What follows belongs to an exercise in optimizing a design on an open flow for small area, a short achievable clock period and few clock cycles; a production flow would make more cautious choices. Only simulation tests tie the RTL to the original design; equivalence was not proved. No activity file was given, so power comes from the tool's default toggle rates.

// fde_enc
module fde_enc (
    input  wire        clk,
    input  wire        rst,           
    input  wire [1:0]  cfg_rot,       
    input  wire        cfg_mir,
    input  wire        cfg_inv,
    input  wire        cfg_typeb,     
    input  wire        cfg_flush,     
    input  wire [31:0] cfg_addr,      
    input  wire        pix_valid,
    output wire        pix_ready,
    input  wire [31:0] pix_data,
    output wire        out_valid,
    input  wire        out_ready,
    output wire [7:0]  out_data,
    output wire        out_last,
    output wire        frame_done,
    output wire        frame_dup
);
Size: ~1800 cells after synthesis, ~520 flip-flops, roughly 87 I/O pins.
clock: 10.0 ns
lec_check: 0
cap_margin: 20
core_margin: 2
core_utilization: 65
cts_cluster_diameter: 80
cts_cluster_size: 24
slew_margin: 20
standard.sh (not shown) runs the stock make flow with config.mk's settings and CLKGATE_MAP_FILE= SYNTH_SCRIPT=/design/flow/synth_recipe.tcl, a recipe that flattens the netlist after the stock synthesis.
==> flow/flow/run.sh <==
#!/bin/bash
set -euo pipefail
bash standard.sh SETUP_SLACK_MARGIN=7 'BUFFER_PORTS_ARGS=-buffer_cell sky130_fd_sc_hd__buf_1' finish > standard_flow.log 2>&1
Testbench counts at the start, summed over its fixed seeds: cycles 58,304.
Rerun with:
==> flow/flow/run.sh (replaced) <==
#!/bin/bash
set -euo pipefail
bash standard.sh SETUP_SLACK_MARGIN=6.7 'BUFFER_PORTS_ARGS=-buffer_cell sky130_fd_sc_hd__buf_1' finish > standard_flow.log 2>&1
--- a/flow/config.mk
+++ b/flow/config.mk
@@ -10,4 +10,4 @@
 export CORE_UTILIZATION = 65
-export CTS_CLUSTER_DIAMETER = 80
-export CTS_CLUSTER_SIZE = 24
+export CTS_CLUSTER_DIAMETER = 150
+export CTS_CLUSTER_SIZE = 20
 export SLEW_MARGIN = 20
Result:
- The changed run ran to the end with no violations
- routed wire length went down by 1.8%
- worst hold slack improves by 6.0 ps
- register-to-register slack degrades by 320 ps
- utilization went down by 1.5 points
- clock power stays flat
- clock-buffer cell count went up by 11
Rerun with:
==> flow/flow/run.sh (replaced) <==
#!/bin/bash
set -euo pipefail
bash standard.sh SETUP_SLACK_MARGIN=7.5 'BUFFER_PORTS_ARGS=-buffer_cell sky130_fd_sc_hd__buf_1' finish > standard_flow.log 2>&1
What happened:
- The changed run produced a clean layout
- synthesized area stays the same
- cell count increases by 4.8%
- non-clock buffer count goes up by 104
- combinational power goes up by about 20%
- global-route usage goes up by 2.6 points
- setup slack gains 110 ps
- wire length rises by about 12%
- design area went up by about 9%
- sequential cell count does not change
- clock skew increases by 17 ps
Rerun with:
==> flow/flow/run.sh (replaced) <==
#!/bin/bash
set -euo pipefail
bash standard.sh SETUP_SLACK_MARGIN=7 'BUFFER_PORTS_ARGS=-buffer_cell sky130_fd_sc_hd__buf_1' finish > standard_flow.log 2>&1
--- a/flow/config.mk
+++ b/flow/config.mk
@@ -10,4 +10,4 @@
 export CORE_UTILIZATION = 65
-export CTS_CLUSTER_DIAMETER = 150
-export CTS_CLUSTER_SIZE = 20
+export CTS_CLUSTER_DIAMETER = 50
+export CTS_CLUSTER_SIZE = 36
 export SLEW_MARGIN = 20
Result:
- The new run completed without violations
- die area stays the same
- total power went up by 6.6%
- critical path depth stays the same
Rerun with:
--- a/flow/config.mk
+++ b/flow/config.mk
@@ -10,4 +10,4 @@
 export CORE_UTILIZATION = 65
-export CTS_CLUSTER_DIAMETER = 50
-export CTS_CLUSTER_SIZE = 36
+export CTS_CLUSTER_DIAMETER = 150
+export CTS_CLUSTER_SIZE = 20
 export SLEW_MARGIN = 20
The new run completed without violations.
Final area decreases by a few percent.
Cell count decreases slightly.
Clock skew increases by 36 ps.
Core utilization decreases by 1.8 points.
Global-route usage decreases by 0.65 points.
Wire length decreases slightly.
Die area does not change.
Combinational power stays flat.
Register-to-register slack barely changes.
First-iteration DRC count decreases by about a fifth.


== wip/juniper ==
fde_enc again, from the RTL that the note above started with.
==> flow/design.v (excerpt) <==
module fde_enc (
    input  wire        clk,
    input  wire        rst,           
    input  wire [1:0]  cfg_rot,       
    input  wire        cfg_mir,
    input  wire        cfg_inv,
    input  wire        cfg_typeb,     
    input  wire        cfg_flush,     
    input  wire [31:0] cfg_addr,      
    input  wire        pix_valid,
    output wire        pix_ready,
    input  wire [31:0] pix_data,
    output wire        out_valid,
    input  wire        out_ready,
    output wire [7:0]  out_data,
    output wire        out_last,
    output wire        frame_done,
    output wire        frame_dup
);
Settings: LEC_CHECK=0, CAP_MARGIN=20, CORE_MARGIN=2, CORE_UTILIZATION=65, CTS_CLUSTER_DIAMETER=60, CTS_CLUSTER_SIZE=34, SLEW_MARGIN=20; clock period 10.0 ns.
==> flow/flow/run.sh <==
#!/bin/bash
set -euo pipefail
bash standard.sh SETUP_SLACK_MARGIN=7 'BUFFER_PORTS_ARGS=-buffer_cell sky130_fd_sc_hd__buf_1' finish > standard_flow.log 2>&1
Testbench counts of wip/juniper, summed over its fixed seeds: cycles 58,304.
diff inputs: wip/juniper => wip/violet
Settings: CTS_CLUSTER_DIAMETER: 60 -> 150; CTS_CLUSTER_SIZE: 34 -> 20.
==> flow/flow/run.sh <==
#!/bin/bash
set -euo pipefail
bash standard.sh SETUP_SLACK_MARGIN=6.85 'BUFFER_PORTS_ARGS=-buffer_cell sky130_fd_sc_hd__buf_1' finish > standard_flow.log 2>&1
Results
Result for wip/juniper and wip/violet: all clean. Cmp wip/juniper and wip/violet / final critical path time including I/O delays and setup / higher: wip/violet. Delta (wip/violet minus wip/juniper): headroom to the max-slew limit has increased, sequential share of cell area has increased. The final reports for wip/violet and wip/juniper show all-layer global routing usage lower in the former. Relative to wip/juniper, via density per instance has decreased by about 0.36% in wip/violet. Re register bit total from synthesis: no difference whatsoever between wip/violet and wip/juniper. Via count of the first global-routing pass: wip/juniper and wip/violet compared, lower one is wip/violet. wip/juniper → wip/violet: number of placed cells counting well taps has remained practically unchanged; wire length of the first global-routing pass lost about 3%. On achievable frequency, wip/juniper beats wip/violet.
#### Input delta (wip/garnet over wip/violet)
Settings: a change of CORE_UTILIZATION from 65 to 75.
==> flow/flow/run.sh <==
#!/bin/bash
set -euo pipefail
bash standard.sh SETUP_SLACK_MARGIN=7 'BUFFER_PORTS_ARGS=-buffer_cell sky130_fd_sc_hd__buf_1' finish > standard_flow.log 2>&1
==> comparison <==
Compared to wip/violet, wip/garnet has tap cell instance count about 14% lower. Cell area on wip/garnet is behind wip/violet. Clock period minus final worst setup slack, wip/garnet and wip/violet: larger value in wip/violet. Taking wip/violet as the reference, in wip/garnet post-layout worst setup margin went up 23 ps, area growth from synthesis to final layout went up 1.3 points, internal reg-to-reg setup slack held, total power went up about 3.6%. As of wip/garnet, non-clock buffer count had risen by more than a quarter compared to wip/violet.

[static timing again, ports no longer ideal]
Ports are ideal in the flow. The routed layouts listed here were re-timed in OpenROAD.
Step 1, drivers: a clkbuf_16 drives clk and a buf_2 each remaining input, both assumed.
Step 2 also shifts input and output timing later by t, the mid clock arrival at the registers, as if the neighbouring blocks saw the same clock.
Slacks: no drivers / after step 1 / after step 2; pairs: no drivers / after step 1.
run	shift t [ns]	setup slack, ns	pins driven straight from the clock port
the first run of note 1	0.638	6.858 / 6.799 / 6.622	1
the second run of note 1	0.665	6.756 / 6.756 / 6.172	1
the third run of note 1	0.663	6.862 / 6.808 / 6.862	1
the fourth run of note 1	0.644	6.859 / 6.801 / 6.601	1
the fifth run of note 1	0.663	6.857 / 6.800 / 6.623	1
wip/juniper	0.615	6.880 / 6.824 / 6.612	1
wip/violet	0.655	6.840 / 6.785 / 6.393	1
wip/garnet	0.641	6.863 / 6.808 / 6.608	1
After both steps every run listed still meets setup and hold. The setup slack of the second run of note 1, which loses most, moves by 0.000 ns with the drivers and by -0.584 ns with both steps.
